Background: an optimization exercise with open tools, aiming at small area. Do not read the settings as production practice. The RTL was checked by simulation tests, not by an equivalence proof against the original design. The clock input has no modelled driver; a real chip could not lean on it and would need a root buffer or a full tree.

==> module camctl_bus, before the edit <==
module camctl_bus (
    input  wire       clk,
    input  wire       rst,
    input  wire       cmd_valid,
    output wire       cmd_ready,
    input  wire [2:0] cmd_op,
    input  wire [7:0] cmd_addr,
    input  wire [7:0] cmd_val,
    output wire       rsp_valid,
    output wire [1:0] rsp_status,
    output wire [7:0] rsp_code,
    output wire [7:0] rsp_data,
    output wire       tr_req,
    output reg        tr_we,
    output reg  [7:0] tr_addr,
    output reg  [7:0] tr_wdata,
    input  wire       tr_done,
    input  wire       tr_fail,
    input  wire [7:0] tr_rdata,
    output wire       log_valid,
    output wire [1:0] log_kind,
    output wire [7:0] log_data
);
    localparam [3:0] S_IDLE = 4'd0;
    localparam [3:0] S_RS   = 4'd1;    
    localparam [3:0] S_RT1  = 4'd2;    
    localparam [3:0] S_RP1  = 4'd3;    
    localparam [3:0] S_RL1  = 4'd4;    
    localparam [3:0] S_RT2  = 4'd5;    
    localparam [3:0] S_RP2  = 4'd6;    
    localparam [3:0] S_RL2  = 4'd7;    
    localparam [3:0] S_RR   = 4'd8;    
    localparam [3:0] S_WS   = 4'd9;    
    localparam [3:0] S_WV   = 4'd10;   
    localparam [3:0] S_WT   = 4'd11;   
    localparam [3:0] S_WP   = 4'd12;   
    localparam [3:0] S_RESP = 4'd13;   
    localparam [3:0] S_P    = 4'd14;   
    reg  [3:0] step;
    reg  [7:0] ra;
    reg  [7:0] rv;
    reg        rd;          
    reg        sent;        
    reg  [1:0] kind;        
    wire [2:0] dly = rv[2:0];   
    wire [2:0] att = rv[5:3];   
    wire       pq  = rv[6];     
    wire latched = |kind;
    wire poll    = (step == S_RP1) || (step == S_RP2) || (step == S_WP);
    wire reqstep = (step == S_RS) || (step == S_RT1) || (step == S_RT2) ||
                   (step == S_RR) || (step == S_WS) || (step == S_WV) ||
                   (step == S_WT) || (step == S_P);
    wire ans     = tr_done || tr_fail;
    assign cmd_ready = (step == S_IDLE);
    assign tr_req    = !latched && (reqstep || (poll && pq));
    assign rsp_valid  = (step == S_RESP);
    assign rsp_status = kind;
    assign rsp_code   = ra & {8{kind == 2'd1}};
    assign rsp_data   = ra & {8{rd && !latched}};
    wire st_ok   = (tr_rdata == 8'h00);
    wire st_busy = (tr_rdata == 8'h03);
    wire st_fail = (tr_rdata == 8'h04);
    wire unk_log = poll && pq && tr_done && !(st_ok || st_busy || st_fail);
    assign log_valid = unk_log || (step == S_RL1) || (step == S_RL2);
    assign log_kind  = unk_log ? 2'd1 : 2'd2;
    assign log_data  = unk_log ? tr_rdata : {6'd0, step == S_RL2, step == S_RL1};
    always @(*) begin
        tr_we    = 1'b1;
        tr_addr  = 8'hF5;
        tr_wdata = 8'h00;
        case (step)
        S_RS:  begin tr_addr = 8'hF2; tr_wdata = sent ? rv : ra; end
        S_RT1: tr_wdata = 8'h33;
        S_RT2: tr_wdata = 8'hF9;
        S_RR:  begin tr_we = 1'b0; tr_addr = 8'hF4; end
        S_WS:  begin tr_addr = 8'hF2; tr_wdata = sent ? 8'hFF : ra; end
        S_WV:  begin tr_addr = 8'hF3; tr_wdata = sent ? 8'h00 : rv; end
        S_WT:  tr_wdata = 8'h37;
        S_P:   begin tr_we = !rd; tr_addr = ra; tr_wdata = rv; end
        default: begin tr_we = 1'b0; tr_addr = 8'hF6; end
        endcase
    end
    wire poll_end  = poll && (latched || (pq && ans && (tr_fail || st_ok || st_fail || att == 3'd5)));
    wire poll_good = pq && tr_done && st_ok;
    wire trigger = (step == S_RT1) || (step == S_RT2) || (step == S_WT);
    always @(posedge clk) begin
        if (step == S_IDLE) begin
            if (!latched)
                ra <= cmd_addr;
            rv   <= cmd_val;
            rd   <= (cmd_op == 3'd1) || (cmd_op == 3'd4);
            sent <= (cmd_op == 3'd5) && (cmd_addr == 8'hFF);
        end else begin
            if (ans && !latched)
                ra <= tr_rdata;
            if (trigger)
                rv[6:0] <= 7'd0;
            else if (poll && !latched) begin
                if (!pq) begin
                    rv[5:0] <= rv[5:0] + 6'd1;
                    if (dly == 3'd7)
                        rv[6] <= 1'b1;
                end else if (ans) begin
                    rv[6] <= 1'b0;
                end
            end
        end
    end
    always @(posedge clk) begin
        if (rst) begin
            step <= S_IDLE;
            kind <= 2'd0;
        end else begin
            if (tr_req && tr_fail)
                kind <= 2'd1;
            case (step)
            S_IDLE: if (cmd_valid) begin
                if (cmd_op == 3'd2) begin
                    kind <= 2'd0;
                    step <= S_RESP;
                end else if (latched)
                    step <= S_RESP;
                else if (cmd_op == 3'd4 || (cmd_op == 3'd5 && cmd_addr == 8'hFF))
                    step <= S_RS;
                else if (cmd_op[2] || cmd_op[1])
                    step <= S_WS;
                else
                    step <= S_P;
            end
            S_RP1, S_RP2: if (poll_end)
                step <= poll_good ? step + 4'd2 : step + 4'd1;
            S_WP: if (poll_end) begin
                if (!poll_good && !latched && !tr_fail)
                    kind <= 2'd2;
                step <= S_RESP;
            end
            S_RR: if (latched || ans)
                step <= sent ? S_WS : S_RESP;
            S_P: if (latched || ans)
                step <= S_RESP;
            S_RESP: step <= S_IDLE;
            S_RL1, S_RL2: step <= step + 4'd1;
            default: if (latched || ans)
                step <= step + 4'd1;
            endcase
        end
    end
endmodule
==> flow/config.mk <==
export PLATFORM = sky130hd
export DESIGN_NAME = camctl
export DESIGN_NICKNAME = camctl
export VERILOG_FILES = /design/flow/design.v
export SDC_FILE = /design/flow/constraint.sdc
export NUM_CORES = 4
export LEC_CHECK = 0
export CAP_MARGIN = 20
export CORE_MARGIN = 2
export CORE_UTILIZATION = 65
export SLEW_MARGIN = 20
==> flow/constraint.sdc <==
create_clock -name core_clock -period 6.0 [get_ports {clk}]
set_input_delay 1.2000 -clock core_clock [delete_from_list [all_inputs] [get_ports {clk}]]
set_output_delay 1.2000 -clock core_clock [all_outputs]
set_load 0.01 [all_outputs]
standard.sh (not shown) runs the stock make flow with config.mk's settings and CLKGATE_MAP_FILE= SYNTH_SCRIPT=/design/flow/synth_recipe.tcl, a recipe that flattens the netlist after the stock synthesis.
==> flow/flow/run.sh <==
#!/bin/bash
# Standard ORFS layout with three changes:
#  - after the standard synthesis, its combinational logic is re-mapped for
#    area by flow/resyn.tcl (registers untouched), with each flow/resyn_*.abc
#    script; the smallest netlist whose pre-layout setup slack is at least
#    0.6 ns is laid out (the standard netlist if none is);
#  - ports get buf_1 buffers;
#  - the clock tree is two levels of buffers built by flow/cts_hook.tcl.
# Each tool's output goes to a log file in this folder.
set -euo pipefail
here=$(pwd)
platform=$FLOW_HOME/platforms/sky130hd
lib=$platform/lib/sky130_fd_sc_hd__tt_025C_1v80.lib
res=$here/orfs/results/sky130hd/camctl/base

bash standard.sh synth > synth.log 2>&1

cp $res/1_2_yosys.v $here/std_synth.v
dont_use="$(grep -o 'cell *( *"\?sky130_fd_sc_hd__\(lpflow\|probe\)[a-z0-9_]*' $lib | grep -o 'sky130_fd_sc_hd__[a-z0-9_]*' | sort -u | tr '\n' ' ')"
for abc in $here/flow/resyn_*.abc; do
    c=$(basename $abc .abc)
    (
        RESYN_IN=$here/std_synth.v RESYN_OUT=$here/$c.v RESYN_LIB=$lib RESYN_ABC=$abc \
        RESYN_DONT_USE="$dont_use" yosys -c $here/flow/resyn.tcl > $c.log 2>&1 || true
    ) &
done
wait
best=$here/std_synth.v
best_area=
for abc in $here/flow/resyn_*.abc; do
    c=$(basename $abc .abc)
    [[ -s $here/$c.v ]] || continue
    area=$(grep "Chip area for module '\\\\camctl'" $c.log | tail -1 | awk '{print $NF}')
    STA_NETLIST=$here/$c.v STA_PLATFORM=$platform STA_SDC=$here/constraint.sdc \
        openroad -no_init -exit $here/flow/sta.tcl > $c.sta.log 2>&1 || true
    slack=$(grep '^slack' $c.sta.log | awk '{print $2}')
    echo "$c area $area slack $slack" >> choice.log
    [[ -n "$area" && -n "$slack" ]] || continue
    if awk -v s=$slack 'BEGIN { exit !(s >= 0.6) }' &&
       { [[ -z "$best_area" ]] || awk -v a=$area -v b=$best_area 'BEGIN { exit !(a < b) }'; }; then
        best=$here/$c.v
        best_area=$area
    fi
done
echo "chosen $best" >> choice.log
cp $best $res/1_2_yosys.v
rm -f $res/1_synth.odb $res/1_synth.sdc

export BUFFER_PORTS_ARGS="-buffer_cell sky130_fd_sc_hd__buf_1"
export PRE_CTS_TCL="$here/flow/cts_hook.tcl"
export MY_CTS_LEAVES=${MY_CTS_LEAVES:-8}
export MY_CTS_LEAF=${MY_CTS_LEAF:-sky130_fd_sc_hd__clkbuf_8}
export MY_CTS_ROOT=${MY_CTS_ROOT:-sky130_fd_sc_hd__clkbuf_4}
bash standard.sh > layout.log 2>&1
Other scripts of this flow, unchanged in this note and not shown: flow/flow/cts_hook.tcl, flow/flow/resyn.tcl, flow/flow/resyn_amap.abc, flow/flow/resyn_amap2.abc, flow/flow/resyn_nfr.abc, flow/flow/sta.tcl
Rerun with:
--- a/flow/design.v
+++ b/flow/design.v
@@ -7,7 +7,7 @@
     input  wire [7:0] cmd_addr,
     input  wire [7:0] cmd_val,
     output wire       rsp_valid,
-    output wire [1:0] rsp_status,
+    output reg  [1:0] rsp_status,    
     output wire [7:0] rsp_code,
     output wire [7:0] rsp_data,
     output wire       tr_req,
@@ -41,11 +41,10 @@
     reg  [7:0] rv;
     reg        rd;          
     reg        sent;        
-    reg  [1:0] kind;        
     wire [2:0] dly = rv[2:0];   
     wire [2:0] att = rv[5:3];   
     wire       pq  = rv[6];     
-    wire latched = |kind;
+    wire latched = |rsp_status;
     wire poll    = (step == S_RP1) || (step == S_RP2) || (step == S_WP);
     wire reqstep = (step == S_RS) || (step == S_RT1) || (step == S_RT2) ||
                    (step == S_RR) || (step == S_WS) || (step == S_WV) ||
@@ -54,8 +53,7 @@
     assign cmd_ready = (step == S_IDLE);
     assign tr_req    = !latched && (reqstep || (poll && pq));
     assign rsp_valid  = (step == S_RESP);
-    assign rsp_status = kind;
-    assign rsp_code   = ra & {8{kind == 2'd1}};
+    assign rsp_code   = ra & {8{rsp_status == 2'd1}};
     assign rsp_data   = ra & {8{rd && !latched}};
     wire st_ok   = (tr_rdata == 8'h00);
     wire st_busy = (tr_rdata == 8'h03);
@@ -109,14 +107,14 @@
     always @(posedge clk) begin
         if (rst) begin
             step <= S_IDLE;
-            kind <= 2'd0;
+            rsp_status <= 2'd0;
         end else begin
             if (tr_req && tr_fail)
-                kind <= 2'd1;
+                rsp_status <= 2'd1;
             case (step)
             S_IDLE: if (cmd_valid) begin
                 if (cmd_op == 3'd2) begin
-                    kind <= 2'd0;
+                    rsp_status <= 2'd0;
                     step <= S_RESP;
                 end else if (latched)
                     step <= S_RESP;
@@ -131,7 +129,7 @@
                 step <= poll_good ? step + 4'd2 : step + 4'd1;
             S_WP: if (poll_end) begin
                 if (!poll_good && !latched && !tr_fail)
-                    kind <= 2'd2;
+                    rsp_status <= 2'd2;
                 step <= S_RESP;
             end
             S_RR: if (latched || ans)
What happened: Clock skew went up by 4.7 ps; final area went down by 0.37%; core utilization hardly moves; die area went down by 0.42%; critical path depth went down by 3; routed wire length went down by 1.5%; cell count is unchanged; maximum frequency went up by about 1.1%.
No run of this note takes its clock network from TritonCTS; it comes from the design's own scripts or RTL.

==> what the ideal ports hide <==
The flow's constraints put no driver on any port. The routed layouts listed below were extracted and timed again, unchanged, in two steps. Step 1 (the two cells are an assumption about what drives the block):
set clk [get_ports {clk}]
set_driving_cell -lib_cell sky130_fd_sc_hd__clkbuf_16 $clk
set_driving_cell -lib_cell sky130_fd_sc_hd__buf_2 [delete_from_list [all_inputs] $clk]
Step 2 also shifts input and output timing later by t, the mid clock arrival at the registers, as if the neighbouring blocks saw the same clock. Three values: ideal, step 1, step 2; two values: the first two.
run | shift t [ns] | setup slack, ns | worst setup path at the end
the first run | 0.508 | 0.862 / 0.860 / 0.419 | input to register
the second run | 0.514 | 0.920 / 0.910 / 0.396 | input to register
After both steps every run listed still meets setup and hold. For the second run, which loses most, drivers alone change the setup slack by -0.010 ns; drivers and shift together by -0.524 ns.
